What follows belongs to an exercise in optimizing a design on an open flow for small area, a short achievable clock period and few clock cycles per item; a production flow would make more cautious choices.
In this exercise RTL edits were held to simulation tests only and were not proved equivalent to the original.

**design/flow/design.v**
```verilog
module vorgen (
    input  wire        clk,
    input  wire        rst,
    input  wire        node_we,
    input  wire [5:0]  node_idx,
    input  wire [9:0]  node_dx,
    input  wire [8:0]  node_dy,
    input  wire [2:0]  node_dp,
    input  wire        node_dc,
    input  wire [2:0]  node_da,
    input  wire        start,
    input  wire [9:0]  start_x,
    input  wire [8:0]  start_y,
    input  wire [17:0] start_len,
    output wire        idle,
    output wire        out_valid,
    input  wire        out_ready,
    output wire [7:0]  out_byte
);
    localparam N_NODES = 40;
    localparam WIDTH   = 800;
    localparam S_IDLE   = 2'd0;
    localparam S_SCAN   = 2'd1;
    localparam S_BORDER = 2'd2;
    localparam S_OUT    = 2'd3;
    reg [9:0] node_x   [0:N_NODES-1];
    reg [8:0] node_y   [0:N_NODES-1];
    reg [2:0] node_pri [0:N_NODES-1];
    reg [2:0] node_alt [0:N_NODES-1];
    always @(posedge clk) begin
        if (node_we && idle && node_idx < N_NODES) begin
            node_x[node_idx]   <= node_dx;
            node_y[node_idx]   <= node_dy;
            node_pri[node_idx] <= node_dp + 3'd1;
            node_alt[node_idx] <= node_dc ? node_da + 3'd1 : node_dp + 3'd1;
        end
    end
    reg [1:0]  state;
    reg [9:0]  cur_x;
    reg [8:0]  cur_y;
    reg [17:0] remaining;
    reg        second;       
    reg [3:0]  hi_pix;       
    reg [7:0]  byte_q;
    reg [5:0]  idx;          
    reg        have1, have2;
    reg [5:0]  i1, i2;
    reg [19:0] d1, d2;
    assign idle      = (state == S_IDLE);
    assign out_valid = (state == S_OUT);
    assign out_byte  = byte_q;
    wire signed [10:0] dx  = $signed({1'b0, cur_x}) - $signed({1'b0, node_x[idx]});
    wire signed [10:0] dy  = $signed({2'b0, cur_y}) - $signed({2'b0, node_y[idx]});
    wire        [19:0] dist_cur = dx * dx + dy * dy;
    wire signed [10:0] ex  = $signed({1'b0, node_x[i2]}) - $signed({1'b0, node_x[i1]});
    wire signed [10:0] ey  = $signed({2'b0, node_y[i2]}) - $signed({2'b0, node_y[i1]});
    wire        [19:0] dd  = ex * ex + ey * ey;
    wire        [19:0] t   = d2 - d1;
    wire        [39:0] tt  = t * t;
    wire        [21:0] dd4 = {dd, 2'b00};
    wire               border = tt < {18'd0, dd4};
    wire               odd    = cur_x[0] ^ cur_y[0];
    wire        [3:0]  colour = border ? 4'd0 : {1'b0, odd ? node_alt[i1] : node_pri[i1]};
    always @(posedge clk) begin
        if (rst) begin
            state <= S_IDLE;
        end else begin
            case (state)
                S_IDLE: begin
                    if (start) begin
                        cur_x     <= start_x;
                        cur_y     <= start_y;
                        remaining <= start_len;
                        second    <= 1'b0;
                        idx       <= 6'd0;
                        have1     <= 1'b0;
                        have2     <= 1'b0;
                        state     <= S_SCAN;
                    end
                end
                S_SCAN: begin
                    if (!have1 || dist_cur < d1) begin
                        i2    <= i1;
                        d2    <= d1;
                        have2 <= have1;
                        i1    <= idx;
                        d1    <= dist_cur;
                        have1 <= 1'b1;
                    end else if (!have2 || dist_cur < d2) begin
                        i2    <= idx;
                        d2    <= dist_cur;
                        have2 <= 1'b1;
                    end
                    if (idx == N_NODES - 1)
                        state <= S_BORDER;
                    else
                        idx <= idx + 6'd1;
                end
                S_BORDER: begin
                    if (cur_x == WIDTH - 1) begin
                        cur_x <= 10'd0;
                        cur_y <= cur_y + 9'd1;
                    end else begin
                        cur_x <= cur_x + 10'd1;
                    end
                    idx   <= 6'd0;
                    have1 <= 1'b0;
                    have2 <= 1'b0;
                    if (!second) begin
                        hi_pix <= colour;
                        second <= 1'b1;
                        state  <= S_SCAN;
                    end else begin
                        byte_q <= {hi_pix, colour};
                        second <= 1'b0;
                        state  <= S_OUT;
                    end
                end
                S_OUT: begin
                    if (out_ready) begin
                        remaining <= remaining - 18'd1;
                        if (remaining == 18'd1)
                            state <= S_IDLE;
                        else
                            state <= S_SCAN;
                    end
                end
            endcase
        end
    end
endmodule
```
**design/flow/run.sh**
```bash
#!/bin/bash
# synth_recipe.tcl (not shown) runs the flow's synth.tcl, then flattens the netlist and writes it again
# the make line also repeats each setting of config.mk as NAME=value (left out here)
make -C /OpenROAD-flow-scripts/flow DESIGN_CONFIG=/design/flow/config.mk WORK_HOME=/design/flow/orfs CLKGATE_MAP_FILE= SYNTH_SCRIPT=/design/flow/synth_recipe.tcl finish
```
**design/flow/config.mk**
```make
export PLATFORM = sky130hd
export DESIGN_NAME = vorgen
export DESIGN_NICKNAME = vorgen
export VERILOG_FILES = /design/flow/design.v
export SDC_FILE = /design/flow/constraint.sdc
export NUM_CORES = 4
export LEC_CHECK = 0
export CAP_MARGIN = 20
export CORE_MARGIN = 2
export CORE_UTILIZATION = 40
export SLEW_MARGIN = 20
```
**design/flow/constraint.sdc**
```tcl
create_clock -name core_clock -period 14.0 [get_ports {clk}]
set_input_delay 2.8000 -clock core_clock [delete_from_list [all_inputs] [get_ports {clk}]]
set_output_delay 2.8000 -clock core_clock [all_outputs]
set_load 0.01 [all_outputs]
```
==> impl_metrics.ini <==
[global_routing]
first_global_vias = 54100
gr-total-overflow = 0
grt_usage_pct = 22.4
antenna_found_initial = 11
grt_pass1_wl_mm = 359
grt_max_degree = 79

[drt]
vias = 51800
dr.pass1.iters = 5
drt_iter0_drc = 4975
wirelength_mm = 240
wl_per_cell_um = 26.6
vias_per_cell = 5.75
drc = 0
antenna_left = 0

[setup_path]
cpMostUsedCell = fa_1
cp_max_fo = 15
r2r-end = hi_pix[1]$_DFFE_PP_
rrSetupSlack_ns = 0.62
end_kind = flip-flop
critPathRequiredTime_ns = 14.46
arrival_ns = 13.84
path_class = reg2reg
max_stage_delay_ns = 0.68
critical-path-slowest-cell = a211oi_1
r2r_cells = 42
cp-start-kind = flip-flop

[final_layout]
multiInputGateArea_um2 = 46500
mostFrequentLayoutCells = 1,107 x edfxtp_1, 977 x inv_1, 759 x mux4_2, 689 x fa_1, 391 x ha_1
area_delta_synth_final_pct = 11.5
fill_cells = 18700
fin_util_pct = 44.9
layout.nets = 7256
drive_above_1_share_pct = 21.2
seq_area_um2 = 33700
final_common_cell = edfxtp_1

[logic_synthesis]
avgSynthCellArea_um2 = 14.2
yosysSeqAreaShare_pct = 39.8
synth_top_cell_area_share_pct = 39.3
synth_ff_type = edfxtp_1
synth_enable_flop_cells = 1107
netlist_area_um2 = 84500
netlist-cell-type-count = 81
synth-seq-cells = 1127
yosys_warnings = 1
yosysTopAreaCell = edfxtp_1
synth.area.top_cells = edfxtp_1 39%, mux4_2 20%, fa_1 16%
synth-async-reset-ratio_pct = 0
postSynthCellCount = 5963

[die]
fp.dieW_um = 464
rows = 168
ios = 84
die_h_um = 464
dieArea_um2 = 215000
core-area_um2 = 210000
initial_core_util_pct = 40.3

[min_path]
hold_end = byte_q[5]$_DFFE_PP_
hp-start = hi_pix[1]$_DFFE_PP_
hp-class = reg2reg
whs_path_depth = 0

[clock_network]
cts_tree = done
cts.clk_slew.worst_paths_ns = 0.07
clkSinkCount = 1127
htree_num_levels = 3
clockBufferDepth = 3
cts_root_buf = clkbuf_16
clock_latency_ns = 0.79
numCtsBuffers = 117

[timing]
rsz0062_at_grt = no
clock_skew_ns = 0.112
slew_headroom_pct = 22.6
slew_viol_final = 0
worst_pin_slew_ns = 1.15
period_minus_slack_ns = 13.38
setup_viol = 0
tns_ns = 0
hold_viol = 0
fmax_mhz = 74.7
post-route-period-util_pct = 95.6

[outcome]
status = finished clean

[flow_run]
cap_violations = 0

[placement]
globalplace.congestion = 0.904
place.port_buffers = 81
dp.final_hpwl_mm = 165
[how the worst max path moves through the flow]
stage	startpoint	cells after the start	slack (ns)	end
finish	flip-flop	42	0.62	hi_pix[1]$_DFFE_PP_
floorplan	flip-flop	48	1.53	flip-flop
global route	flip-flop	46	0.02	byte_q[0]$_DFFE_PP_
detailed placement	flip-flop	47	0.31	hi_pix[1]$_DFFE_PP_
CTS	flip-flop	47	0.25	hi_pix[1]$_DFFE_PP_
global placement	flip-flop	47	0.45	byte_q[0]$_DFFE_PP_
[synthesized netlist by cell type, types with 10 or more instances]
| library cell | instances |
|---|---|
| a21o_1 | 61 |
| fa_1 | 689 |
| a211oi_1 | 31 |
| nand2b_1 | 18 |
| clkinv_1 | 14 |
| buf_1 | 51 |
| xnor2_1 | 121 |
| xor2_1 | 70 |
| nor2b_1 | 44 |
| nand3_1 | 34 |
| o21ai_0 | 95 |
| inv_1 | 978 |
| mux2i_1 | 75 |
| ha_1 | 391 |
| mux2_2 | 66 |
| nor3_1 | 26 |
| buf_2 | 34 |
| clkbuf_1 | 174 |
| mux4_2 | 759 |
| o21bai_1 | 19 |
| or2_2 | 10 |
| nor2_1 | 361 |
| edfxtp_1 | 1107 |
| dfxtp_1 | 20 |
| and3_1 | 13 |
| nand2_1 | 332 |
| a21oi_1 | 151 |
| and2_1 | 30 |
| o21a_1 | 16 |
| a31oi_1 | 16 |
| nand4_1 | 12 |
[layout make-up]
class / count / area share (%)
clock buffers: 129 / 3.16
repair buffers: 280 / 2.69
diodes: 2 / 0.00531
multi-input cells: 3581 / 49.3
flip-flops and latches: 1127 / 35.8
well taps: 2805 / 3.73
clock inverters: 88 / 1.34
inverters: 995 / 3.97
[logic make-up (layout without fill, tap and decap cells)]
kind of cell / count (synthesis) / after routing / share of synthesized area, %
AO/OA/AOI/OAI: 476 / 476 / 3.57
AND/OR/NAND/NOR: 927 / 927 / 4.79
other: 1 / 4 / 0.00444
multiplexers: 903 / 903 / 22.0
adder cells (fa/ha/maj): 1080 / 1080 / 22.1
XOR/XNOR: 193 / 193 / 2.03
buffers and inverters: 1256 / 1492 / 5.64
flip-flops: 1127 / 1127 / 39.8
[flip-flops by register name, summed over array words and instances (netlist names), named ones only]
register and count:
have2 1, state 2, i1 6, second 1, node_pri 120, node_y 360
byte_q 6, cur_y 9, i2 6, idx 6, node_alt 120, remaining 18
have1 1, d1 20, hi_pix 3, cur_x 10, node_x 400, d2 20
[timing repair]
action	CTS	global route
setup buffers	0	7
hold buffers	0	0
endpoints found under the setup margin	0	50
gates resized for setup	0	7
[critical path: cells and delay by family, from the launching register on]
kind            cells  cell delay [ns]
compound gates     13             3.25
fa+ha+maj          10             4.46
buf+inv             7             1.17
simple gates        8             2.11
mux                 2             1.05
xor+xnor            2             0.42
flops               1             0.55
[metrics by stage]
step,setup slack [ns],hold WS [ns],cell area (um^2),std cells
floorplan,1.53,0.400,84500,5964
global placement,0.446,0.424,89800,8778
detailed placement,0.311,0.426,89800,8779
CTS,0.253,0.439,94000,8996
global route,0.0206,0.444,94200,9006
finish,0.619,0.431,94200,9007
[layer usage]
metal,share of wire [%],GRT usage [%],up-vias
li1,-,-,21900
met2,48,36.7,2262
met1,40,30.4,27200
met4,4.0,7.72,8
met5,0.021,0,-
met3,7.6,3.80,451
Testbench counts, summed over its fixed seeds: cycles 1,633,252, bytes 19,660.

==> afterwards: timing with drivers on the ports <==
The flow's constraints put no driver on any port. The routed layout listed below was extracted and timed again, unchanged, in two steps.
Step 1 sets driving cells, clkbuf_16 on the clock port and buf_2 on the other inputs (assumed; they add their load-dependent delay and slew).
Step 2 moves the port delays by t, midway between the first and last clock arrival at a register: inputs arrive t later, outputs are due t later. That takes back most of the time a late clock gives input paths.
a / b / c = no drivers / after step 1 / after step 2; a / b = the first two.
shift t [ns]: 0.819
setup slack, ns: 0.619 / 0.619 / 0.619
hold slack, ns: 0.431 / 0.431 / 0.431
After both steps this run still meets setup and hold. The setup slack of this run moves by 0.000 ns with the drivers and by 0.000 ns with both steps.
